Context: an optimization exercise on an open-source flow, tuned for small area, a short achievable clock period and few clock cycles. The choices shown serve that exercise and are no tape-out recipe. In this exercise RTL edits were held to simulation tests only and were not proved equivalent to the original.

## yuv_encoder
module yuv_encoder (
    input  wire        clk,
    input  wire        rst,
    input  wire        reg_we,
    input  wire [3:0]  reg_addr,
    input  wire [31:0] reg_wdata,
    output reg  [31:0] reg_rdata,
    output reg         mem_req,
    output reg         mem_we,
    output wire [31:0] mem_addr,
    output reg  [7:0]  mem_wdata,
    input  wire [7:0]  mem_rdata,
    input  wire        mem_ready
);
Size in the first run: ~660 flip-flops, roughly 120 I/O pins.
export LEC_CHECK = 0
export ABC_AREA = 1
export CAP_MARGIN = 20
export CORE_MARGIN = 2
export CORE_UTILIZATION = 50
export SLEW_MARGIN = 20
create_clock -name core_clock -period 25.0 [get_ports {clk}]
run.sh (not shown) runs the stock make flow with config.mk's settings and CLKGATE_MAP_FILE= SYNTH_SCRIPT=/design/flow/synth_recipe.tcl, a recipe that flattens the netlist after the stock synthesis.
Testbench counts at the start, summed over its fixed seeds: cycles 151,768.
Edit:
==> flow/flow/run.sh (new file) <==
#!/bin/bash
# Layout: the standard flow (standard.sh, all steps unchanged), except that
# the buffers that placement puts on every input and output port are
# sky130_fd_sc_hd__buf_4 instead of the resizer's default choice.
# The whole output of the standard flow goes to standard.log in this folder.
set -o pipefail
export BUFFER_PORTS_ARGS="-buffer_cell sky130_fd_sc_hd__buf_4"
bash standard.sh > standard.log 2>&1
==> flow/standard.sh (new file) <==
#!/bin/bash
# synth_recipe.tcl (not shown) runs the flow's synth.tcl, then flattens the netlist and writes it again
# the make line also repeats each setting of config.mk as NAME=value (left out here)
make -C /OpenROAD-flow-scripts/flow DESIGN_CONFIG=/design/flow/config.mk WORK_HOME=/design/flow/orfs CLKGATE_MAP_FILE= SYNTH_SCRIPT=/design/flow/synth_recipe.tcl "${@:-finish}"
removed: flow/run.sh
Result: Flip-flop and latch count stays the same. Final cell count is about the same. Clock-buffer cell count increases by 2. Global-route usage increases by 0.78 points.

---

yuv_encoder, a different RTL version from the one above (not shown whole).
Size: about 120 I/O pins.
==> flow/design.v (excerpt) <==
module yuv_encoder (
    input  wire        clk,
    input  wire        rst,
    input  wire        reg_we,
    input  wire [3:0]  reg_addr,
    input  wire [31:0] reg_wdata,
    output reg  [31:0] reg_rdata,
    output reg         mem_req,
    output reg         mem_we,
    output wire [31:0] mem_addr,
    output reg  [7:0]  mem_wdata,
    input  wire [7:0]  mem_rdata,
    input  wire        mem_ready
);
clock: 25.0 ns
lec_check: 0
abc_area: 1
cap_margin: 20
core_margin: 2
core_utilization: 25
slew_margin: 20
Stock flow here: none of the scripts above is used.
Testbench counts at the start, summed over its fixed seeds: cycles 151,768.
Rerun with:
--- a/flow/config.mk
+++ b/flow/config.mk
@@ -11 +11 @@
-export CORE_UTILIZATION = 25
+export CORE_UTILIZATION = 50
Result:
- The changed run completed with no timing, DRC or antenna violations
- via count came out lower by 0.50%
- non-clock buffer count came out higher by 3
- design area came out lower by about 3.6%
- count of clock-buffer cells in the layout came out lower by 3

---

yuv_encoder, a different RTL version from the one above (not shown whole).
For scale: roughly 6800 cells after synthesis, roughly 670 flip-flops, roughly 120 I/O pins.
==> flow/config.mk <==
export PLATFORM = sky130hd
export DESIGN_NAME = yuv_encoder
export DESIGN_NICKNAME = yuv_encoder
export VERILOG_FILES = /design/flow/design.v
export SDC_FILE = /design/flow/constraint.sdc
export NUM_CORES = 4
export LEC_CHECK = 0
export ABC_AREA = 1
export CAP_MARGIN = 20
export CORE_MARGIN = 2
export CORE_UTILIZATION = 50
export CTS_BUF_LIST = sky130_fd_sc_hd__clkbuf_8
export SLEW_MARGIN = 20
==> flow/constraint.sdc <==
create_clock -name core_clock -period 25.0 [get_ports {clk}]
set_input_delay 5.0000 -clock core_clock [delete_from_list [all_inputs] [get_ports {clk}]]
set_output_delay 5.0000 -clock core_clock [all_outputs]
set_load 0.01 [all_outputs]
standard.sh (not shown) runs the stock make flow with config.mk's settings and CLKGATE_MAP_FILE= SYNTH_SCRIPT=/design/flow/synth_recipe.tcl, a recipe that flattens the netlist after the stock synthesis.
==> flow/flow/run.sh <==
#!/bin/bash
# Layout: the standard flow (standard.sh, all steps unchanged), except that
# the buffers that placement puts on every input and output port are
# sky130_fd_sc_hd__buf_4 instead of the resizer's default choice.
# The whole output of the standard flow goes to standard.log in this folder.
set -o pipefail
export BUFFER_PORTS_ARGS="-buffer_cell sky130_fd_sc_hd__buf_4"
bash standard.sh > standard.log 2>&1
Testbench counts at the start, summed over its fixed seeds: cycles 151,768.
Edit:
CTS_CLUSTER_SIZE = 24   (was default)
After rerunning: Area after synthesis is unchanged; critical path depth stays the same; worst setup slack gains 6.3 ps.
Edit:
CTS_BUF_LIST = default   (was sky130_fd_sc_hd__clkbuf_8)
CTS_CLUSTER_SIZE = default   (was 24)
SLEW_MARGIN = 60   (was 20)
Outcome: The new run completed without violations; register-to-register slack is better by 170 ps; via count went down by 0.94%; area after synthesis does not change; synthesized cell count stays the same; sequential share of layout area falls by 0.35 points.

---

yuv_encoder, a different RTL version from the one above (not shown whole).
Size: ~6000 cells after synthesis, ~670 flip-flops, roughly 120 I/O pins, about 51000 um^2 of cells after synthesis.
export LEC_CHECK = 0
export CAP_MARGIN = 20
export CORE_MARGIN = 2
export CORE_UTILIZATION = 50
export SLEW_MARGIN = 60
create_clock -name core_clock -period 25.0 [get_ports {clk}]
Scripts as last shown in full above: flow/flow/run.sh
Testbench counts at the start, summed over its fixed seeds: cycles 151,768.
Edit:
ABC_AREA = 1   (was unset)
SLEW_MARGIN = 20   (was 60)
After rerunning: Synthesized area barely changes; wire length climbs slightly; count of clock-buffer cells in the layout climbs by 11; worst hold slack degrades by 23 ps.
Edit:
SLEW_MARGIN = 60   (was 20)
Result:
- design area goes up by about 0.6%
- via count barely changes
- count of clock-buffer cells in the layout went down by 19
- routed wire length hardly moves
- sequential cell count stays the same
- area after synthesis is unchanged
- worst hold slack degrades by 16 ps
- sequential share of layout area goes down by 0.18 points
- cell count hardly moves
Edit:
CAP_MARGIN = 0   (was 20)
What happened:
- The new run completed with no timing, DRC or antenna violations
- sequential cell count does not change
- area after synthesis stays the same
- routed wire length does not change
- worst setup slack stays the same
- first-iteration DRC count does not change
- non-clock buffer count is unchanged
- via count stays the same
- die area does not change
- final area is unchanged
- fmax is unchanged

separate check: timing with driven ports:
In the flow no input, the clock included, has a driving cell. The finished layouts below were timed again as built, in two steps.
Step 1 sets driving cells, clkbuf_16 on the clock port and buf_2 on the other inputs (assumed; they add their load-dependent delay and slew).
Step 2 times the ports against the registers' clock, not the clock port: input delays grow and output delays shrink by t, the midpoint of the rising clock arrivals with the driver on.
a / b / c = ideal / step 1 / step 2; a / b = the first two.
run	t (ns)	setup slack, ns	hold WS [ns]	worst setup path at the end	pins driven straight from the clock port
the first run of note 1	0.748	11.554 / 11.529 / 11.529	0.430 / 0.430 / 0.430	input to output	1
the second run of note 1	0.746	12.083 / 12.059 / 12.059	0.426 / 0.426 / 0.426	input to output	1
the first run of note 2	0.783	11.494 / 11.443 / 11.443	0.434 / 0.434 / 0.434	input to output	1
the second run of note 2	0.734	11.501 / 11.477 / 11.477	0.428 / 0.428 / 0.428	input to output	1
the first run of note 3	0.879	11.697 / 11.676 / 11.676	0.405 / 0.405 / 0.405	input to output	1
the second run of note 3	0.880	11.703 / 11.683 / 11.683	0.393 / 0.393 / 0.393	input to output	1
the third run of note 3	0.736	12.722 / 12.722 / 12.722	0.427 / 0.427 / 0.427	register to register	1
the first run of note 4	0.757	13.069 / 13.037 / 13.037	0.450 / 0.450 / 0.450	input to output	1
the second run of note 4	0.756	11.948 / 11.924 / 11.924	0.426 / 0.426 / 0.426	input to output	1
the third run of note 4	0.748	12.704 / 12.681 / 12.681	0.410 / 0.410 / 0.410	input to output	1
the fourth run of note 4	0.748	12.704 / 12.681 / 12.681	0.410 / 0.410 / 0.410	input to output	1
After both steps every run listed still meets setup and hold. The setup slack of the first run of note 2, which loses most, moves by -0.051 ns with the drivers and by -0.051 ns with both steps.
